This is an optimization exercise on Yosys and OpenROAD, whose aim is small area, not a production implementation. Where RTL was checked, it was by simulation tests only, not by an equivalence proof against the original. Power figures rest on the tool's default switching activity, not on a simulated workload.

// e1_steer
module e1_steer (
    input  wire        clk,
    input  wire        rst,               
    input  wire [31:0] nominal_interval,  
    input  wire        in_valid,
    output wire        in_ready,
    input  wire [31:0] in_ts,             
    input  wire [31:0] in_tick,           
    output wire        dac_valid,
    input  wire        dac_ready,
    output wire [11:0] dac_data,
    output wire        done,
    output wire [3:0]  result,
    output wire [2:0]  st_state,
    output wire [1:0]  st_flags,
    output wire [31:0] dac_center,
    output wire [31:0] pps_loss,
    output wire [31:0] cal_fail
);
Settings: LEC_CHECK=0, CAP_MARGIN=20, CORE_MARGIN=2, CORE_UTILIZATION=40, CTS_BUF_LIST=sky130_fd_sc_hd__clkbuf_8, CTS_CLUSTER_DIAMETER=60, CTS_CLUSTER_SIZE=16, SLEW_MARGIN=20; clock period 30.0 ns.
standard.sh (not shown) runs the stock make flow with config.mk's settings and CLKGATE_MAP_FILE= SYNTH_SCRIPT=/design/flow/synth_recipe.tcl, a recipe that flattens the netlist after the stock synthesis.
==> flow/flow/run.sh <==
#!/bin/bash
# The standard layout (standard.sh: standard synthesis, then ORFS to
# finish), with one change: the port buffers that global placement inserts
# on every input and output use sky130_fd_sc_hd__buf_1.
# Each step's full output goes to its own log file in the work folder.
set -euo pipefail
export BUFFER_PORTS_ARGS="-buffer_cell sky130_fd_sc_hd__buf_1"
bash standard.sh synth > synth.log 2>&1
bash standard.sh finish > layout.log 2>&1
Next try:
==> flow/flow/run.sh (replaced) <==
#!/bin/bash
# The standard layout (standard.sh: standard synthesis, then ORFS to
# finish), with two changes: the port buffers that global placement inserts
# on every input and output use sky130_fd_sc_hd__buf_1, and clock tree
# synthesis uses clkbuf_8 clusters without dummy loads.
# Each step's full output goes to its own log file in the work folder.
set -euo pipefail
export BUFFER_PORTS_ARGS="-buffer_cell sky130_fd_sc_hd__buf_1"
export CTS_ARGS="-sink_clustering_enable -repair_clock_nets -buf_list sky130_fd_sc_hd__clkbuf_8 -sink_clustering_size 16 -sink_clustering_max_diameter 60 -dont_use_dummy_load"
bash standard.sh synth > synth.log 2>&1
bash standard.sh finish > layout.log 2>&1
--- a/flow/config.mk
+++ b/flow/config.mk
@@ -9,6 +9,4 @@
 export CORE_MARGIN = 2
-export CORE_UTILIZATION = 40
-export CTS_BUF_LIST = sky130_fd_sc_hd__clkbuf_8
-export CTS_CLUSTER_DIAMETER = 60
-export CTS_CLUSTER_SIZE = 16
+export CORE_UTILIZATION = 80
+export PLACE_DENSITY = 0.92
 export SLEW_MARGIN = 20
=> Synthesized cell count stays the same. Setup slack loses 33 ps. Design area fell by 2.7%. Hold slack loses 16 ps. Via count rose by 11%. Non-clock buffer count fell by 2. Final cell count fell by 12%. Total power fell by 2.2%. Core utilization rose by 45 points. Global-route usage rose by 24 points.
Next try:
--- a/flow/config.mk
+++ b/flow/config.mk
@@ -9,4 +9,3 @@
 export CORE_MARGIN = 2
-export CORE_UTILIZATION = 80
-export PLACE_DENSITY = 0.92
+export CORE_UTILIZATION = 40
 export SLEW_MARGIN = 20
- design area came out higher by 2.2%
- fmax stays flat
- worst setup slack improves by 35 ps
- register-to-register slack improved by 370 ps
- wire length decreases by 18%
- worst hold slack improved by 19 ps
- power hardly moves
Next try:
--- a/flow/config.mk
+++ b/flow/config.mk
@@ -9,3 +9,4 @@
 export CORE_MARGIN = 2
-export CORE_UTILIZATION = 40
+export CORE_UTILIZATION = 70
+export PLACE_DENSITY = 0.85
 export SLEW_MARGIN = 20
What happened: The changed run ran to the end with no violations; worst setup slack got worse by 7.1 ps; synthesized cell count is unchanged; routed wire length shrinks by 2.4%; design area fell by 2.1%; register-to-register slack improved by 20 ps.

---

e1_steer, a different RTL version from the one above (not shown whole).
Size: ~870 cells after synthesis, roughly 220 I/O pins.
clock: 30.0 ns
lec_check: 0
cap_margin: 0
core_margin: 2
core_utilization: 70
gpl_timing_driven: 0
place_density: 0.85
slew_margin: 0
==> flow/flow/run.sh <==
#!/bin/bash
# The standard layout (standard.sh: standard synthesis, then ORFS to
# finish), with two changes: the port buffers that global placement inserts
# on every input and output use sky130_fd_sc_hd__buf_1, and clock tree
# synthesis uses clkbuf_8 clusters without dummy loads.
# Each step's full output goes to its own log file in the work folder.
set -euo pipefail
export BUFFER_PORTS_ARGS="-buffer_cell sky130_fd_sc_hd__buf_1"
export CTS_ARGS="-sink_clustering_enable -repair_clock_nets -buf_list sky130_fd_sc_hd__clkbuf_8 -sink_clustering_size 20 -sink_clustering_max_diameter 70 -dont_use_dummy_load"
bash standard.sh synth > synth.log 2>&1
bash standard.sh finish > layout.log 2>&1
Next try:
CORE_UTILIZATION = 75   (was 70)
GPL_TIMING_DRIVEN = default   (was 0)
PLACE_DENSITY = 0.95   (was 0.85)
What happened:
- The new run completed without violations
- synthesized area is unchanged
- first-iteration DRC count climbs by 48%
- count of clock-buffer cells in the layout drops by 1
- final area drops by 1.8%
Next try:
CORE_UTILIZATION = 70   (was 75)
PLACE_DENSITY = 0.85   (was 0.95)
=>
- The new run finished with timing, DRC and antenna clean
- cell count stays flat
- global-route usage decreases by 3.3 points
- total power decreases by 0.45%
- count of clock-buffer cells in the layout stays the same
- die area increases by 6.9%
- clock skew decreases by 0.0043 ns
- design area hardly moves
- via count decreases by 0.97%
- setup slack improved by 0.028 ns
- flip-flop and latch count does not change
Next try:
CAP_MARGIN = 20   (was 0)
SLEW_MARGIN = 20   (was 0)
What happened: Setup slack stays flat; combinational power is about the same; final cell count barely changes; utilization increases by 0.22 points; die area is unchanged; via count rose by 0.36%; first-iteration DRC count went up by 3.5%; clock power barely changes.

---

Another version of the RTL of e1_steer (not shown whole).
Size in the first run: roughly 280 flip-flops, roughly 220 I/O pins, about 0.012 mm^2 of cells after synthesis.
==> flow/design.v (excerpt) <==
module e1_steer (
    input  wire        clk,
    input  wire        rst,               
    input  wire [31:0] nominal_interval,  
    input  wire        in_valid,
    output wire        in_ready,
    input  wire [31:0] in_ts,             
    input  wire [31:0] in_tick,           
    output wire        dac_valid,
    input  wire        dac_ready,
    output wire [11:0] dac_data,
    output wire        done,
    output wire [3:0]  result,
    output wire [2:0]  st_state,
    output wire [1:0]  st_flags,
    output wire [31:0] dac_center,
    output wire [31:0] pps_loss,
    output wire [31:0] cal_fail
);
make LEC_CHECK=0 CAP_MARGIN=20 CORE_MARGIN=2 CORE_UTILIZATION=40 SLEW_MARGIN=20 finish   # period 30.0 ns
run.sh (not shown) runs the stock make flow with config.mk's settings and CLKGATE_MAP_FILE= SYNTH_SCRIPT=/design/flow/synth_recipe.tcl, a recipe that flattens the netlist after the stock synthesis.
Stock flow here: none of the scripts above is used.
==> next run, changes <==
CTS_BUF_LIST = sky130_fd_sc_hd__clkbuf_4   (was not set)
What happened: Clock power decreases by 11%; global-route usage increases by 0.68 points; synthesized cell count is unchanged; hold slack is worse by 0.011 ns; worst setup slack is better by 0.0042 ns; design area barely changes; wire length increases by 2.0%; sequential share of layout area increases by 0.13 points.

---

e1_steer with an RTL version that a note above also has.
Size in the first run: ~900 cells after synthesis.
==> flow/design.v (excerpt) <==
module e1_steer (
    input  wire        clk,
    input  wire        rst,               
    input  wire [31:0] nominal_interval,  
    input  wire        in_valid,
    output wire        in_ready,
    input  wire [31:0] in_ts,             
    input  wire [31:0] in_tick,           
    output wire        dac_valid,
    input  wire        dac_ready,
    output wire [11:0] dac_data,
    output wire        done,
    output wire [3:0]  result,
    output wire [2:0]  st_state,
    output wire [1:0]  st_flags,
    output wire [31:0] dac_center,
    output wire [31:0] pps_loss,
    output wire [31:0] cal_fail
);
export LEC_CHECK = 0
export CAP_MARGIN = 20
export CORE_MARGIN = 2
export CORE_UTILIZATION = 40
export CTS_BUF_LIST = sky130_fd_sc_hd__clkbuf_16
export CTS_CLUSTER_DIAMETER = 100
export CTS_CLUSTER_SIZE = 30
export SLEW_MARGIN = 20
create_clock -name core_clock -period 30.0 [get_ports {clk}]
standard.sh (not shown) runs the stock make flow with config.mk's settings and CLKGATE_MAP_FILE= SYNTH_SCRIPT=/design/flow/synth_recipe.tcl, a recipe that flattens the netlist after the stock synthesis.
==> flow/flow/run.sh <==
#!/bin/bash
# The standard layout (standard.sh: standard synthesis, then ORFS to
# finish), with one change: the port buffers that global placement inserts
# on every input and output use sky130_fd_sc_hd__buf_1.
# Each step's full output goes to its own log file in the work folder.
set -euo pipefail
export BUFFER_PORTS_ARGS="-buffer_cell sky130_fd_sc_hd__buf_1"
bash standard.sh synth > synth.log 2>&1
bash standard.sh finish > layout.log 2>&1
The starting point finished with timing, DRC and antenna clean.
Then changed:
--- a/flow/config.mk
+++ b/flow/config.mk
@@ -11,3 +10,0 @@
-export CTS_BUF_LIST = sky130_fd_sc_hd__clkbuf_16
-export CTS_CLUSTER_DIAMETER = 100
-export CTS_CLUSTER_SIZE = 30
After rerunning: Wire length goes up by 2.2%; first-iteration DRC count drops by 7.3%; setup slack hardly moves; clock-buffer cell count is higher by 24; total power increases by 30%; maximum frequency barely changes; non-clock buffer count does not change; global-route usage is higher by 0.26 points.

---

e1_steer, a different RTL version from the one above (not shown whole).
Size in the first run: about 860 cells after synthesis, about 280 flip-flops, ~0.011 mm^2 of cells after synthesis.
export LEC_CHECK = 0
export CAP_MARGIN = 20
export CORE_MARGIN = 2
export CORE_UTILIZATION = 70
export PLACE_DENSITY = 0.85
export SLEW_MARGIN = 20
export SYNTH_HIERARCHICAL = 1
export SYNTH_MINIMUM_KEEP_SIZE = 0
create_clock -name core_clock -period 30.0 [get_ports {clk}]
==> flow/flow/run.sh <==
#!/bin/bash
# The standard layout (standard.sh: standard synthesis, then ORFS to
# finish), with two changes: the port buffers that global placement inserts
# on every input and output use sky130_fd_sc_hd__buf_1, and clock tree
# synthesis uses clkbuf_8 clusters without dummy loads.
# Each step's full output goes to its own log file in the work folder.
set -euo pipefail
export BUFFER_PORTS_ARGS="-buffer_cell sky130_fd_sc_hd__buf_1"
export CTS_ARGS="-sink_clustering_enable -repair_clock_nets -buf_list sky130_fd_sc_hd__clkbuf_8 -sink_clustering_size 20 -sink_clustering_max_diameter 70 -dont_use_dummy_load"
bash standard.sh synth > synth.log 2>&1
bash standard.sh finish > layout.log 2>&1
The baseline passed the timing, design-rule and antenna checks.
Change:
SYNTH_HIERARCHICAL = default   (was 1)
SYNTH_MINIMUM_KEEP_SIZE = default   (was 0)
The changed run passed the timing, design-rule and antenna checks; core utilization decreases by 0.18 points; routed wire length increases by 0.65%; count of clock-buffer cells in the layout does not change; worst setup slack gets better by 0.29 ns; register-to-register slack gets worse by 0.26 ns; final area increases by 0.52%; non-clock buffer count decreases by 2; combinational power decreases by 6.6%; clock power hardly moves; fmax increases by 2.3%; first-iteration DRC count increases by 3.9%.
Function was not checked in any run of this note: the RTL went through the layout flow alone.

---

== before ==
e1_steer, a different RTL version from the one above (not shown whole).
Size: roughly 870 cells after synthesis, about 280 flip-flops, about 0.011 mm2 of cells after synthesis.
export LEC_CHECK = 0
export CAP_MARGIN = 20
export CORE_MARGIN = 2
export CORE_UTILIZATION = 70
export PLACE_DENSITY = 0.85
export SLEW_MARGIN = 20
create_clock -name core_clock -period 30.0 [get_ports {clk}]
==> flow/flow/run.sh <==
#!/bin/bash
# The standard layout (standard.sh: standard synthesis, then ORFS to
# finish), with two changes: the port buffers that global placement inserts
# on every input and output use sky130_fd_sc_hd__buf_1, and clock tree
# synthesis uses clkbuf_8 clusters without dummy loads, and the timing
# repair after global routing recovers power (downsizes cells with slack).
# Each step's full output goes to its own log file in the work folder.
set -euo pipefail
export BUFFER_PORTS_ARGS="-buffer_cell sky130_fd_sc_hd__buf_1"
export CTS_ARGS="-sink_clustering_enable -repair_clock_nets -buf_list sky130_fd_sc_hd__clkbuf_8 -sink_clustering_size 20 -sink_clustering_max_diameter 70 -dont_use_dummy_load"
export RECOVER_POWER=100
bash standard.sh synth > synth.log 2>&1
bash standard.sh finish > layout.log 2>&1
No crash in before: every stage finished, but the layout fails its final checks due to capacitance limit, slew limit.
The inputs of after differ from those of before as listed below.
-- flow/flow/run.sh --
<<< before, line 5
# synthesis uses clkbuf_8 clusters without dummy loads, and the timing
# repair after global routing recovers power (downsizes cells with slack).
>>> after, line 5
# synthesis uses clkbuf_8 clusters without dummy loads.
<<< before, line 11
export RECOVER_POWER=100
>>> after, line 10
[summary]
Between before and after, the power does not differ in any meaningful way.
after vs. before: max-capacitance violation count went down by 4.
after: done, clean on timing, DRC and antenna
Between after and before, the worst hold slack figures differ only marginally.
Status: fmax parity (after, before)

==> afterwards: timing with drivers on the ports <==
In the flow no input, the clock included, has a driving cell. The finished layouts below were timed again as built, in two steps. Step 1: set_driving_cell puts a clkbuf_16 on clk and a buf_2 on each other input, an assumption about the parent block. Step 2, shift: input delay + t, output delay - t, t = (earliest + latest rising clock arrival at the registers) / 2. This alone moves slack from input paths to output paths. Slacks: ideal ports / drivers / drivers and shift; pairs: ideal ports / drivers.
| run | t, ns | setup WS [ns] | worst data-port slew with drivers (ns) |
|---|---|---|---|
| the first run of note 1 | 0.585 | 17.407 / 17.388 / 17.388 | 0.04 |
| the second run of note 1 | 0.557 | 17.374 / 17.347 / 17.347 | 0.14 |
| the third run of note 1 | 0.569 | 17.409 / 17.390 / 17.390 | 0.04 |
| the fourth run of note 1 | 0.549 | 17.402 / 17.381 / 17.381 | 0.06 |
| the first run of note 2 | 0.523 | 17.344 / 17.311 / 17.311 | 0.08 |
| the second run of note 2 | 0.526 | 17.378 / 17.355 / 17.355 | 0.04 |
| the third run of note 2 | 0.529 | 17.406 / 17.386 / 17.386 | 0.06 |
| the fourth run of note 2 | 0.530 | 17.408 / 17.388 / 17.388 | 0.06 |
| the first run of note 3 | 0.573 | 16.321 / 16.283 / 16.283 | 0.06 |
| the second run of note 3 | 0.717 | 16.325 / 16.287 / 16.287 | 0.06 |
| the first run of note 4 | 0.522 | 17.408 / 17.389 / 17.389 | 0.04 |
| the second run of note 4 | 0.586 | 17.407 / 17.388 / 17.388 | 0.04 |
| the first run of note 5 | 0.540 | 17.117 / 17.097 / 17.097 | 0.06 |
| the second run of note 5 | 0.515 | 17.410 / 17.384 / 17.384 | 0.06 |
| before | 0.522 | 17.400 / 17.381 / 17.381 | 0.05 |
| after | 0.520 | 17.402 / 17.383 / 17.383 | 0.05 |
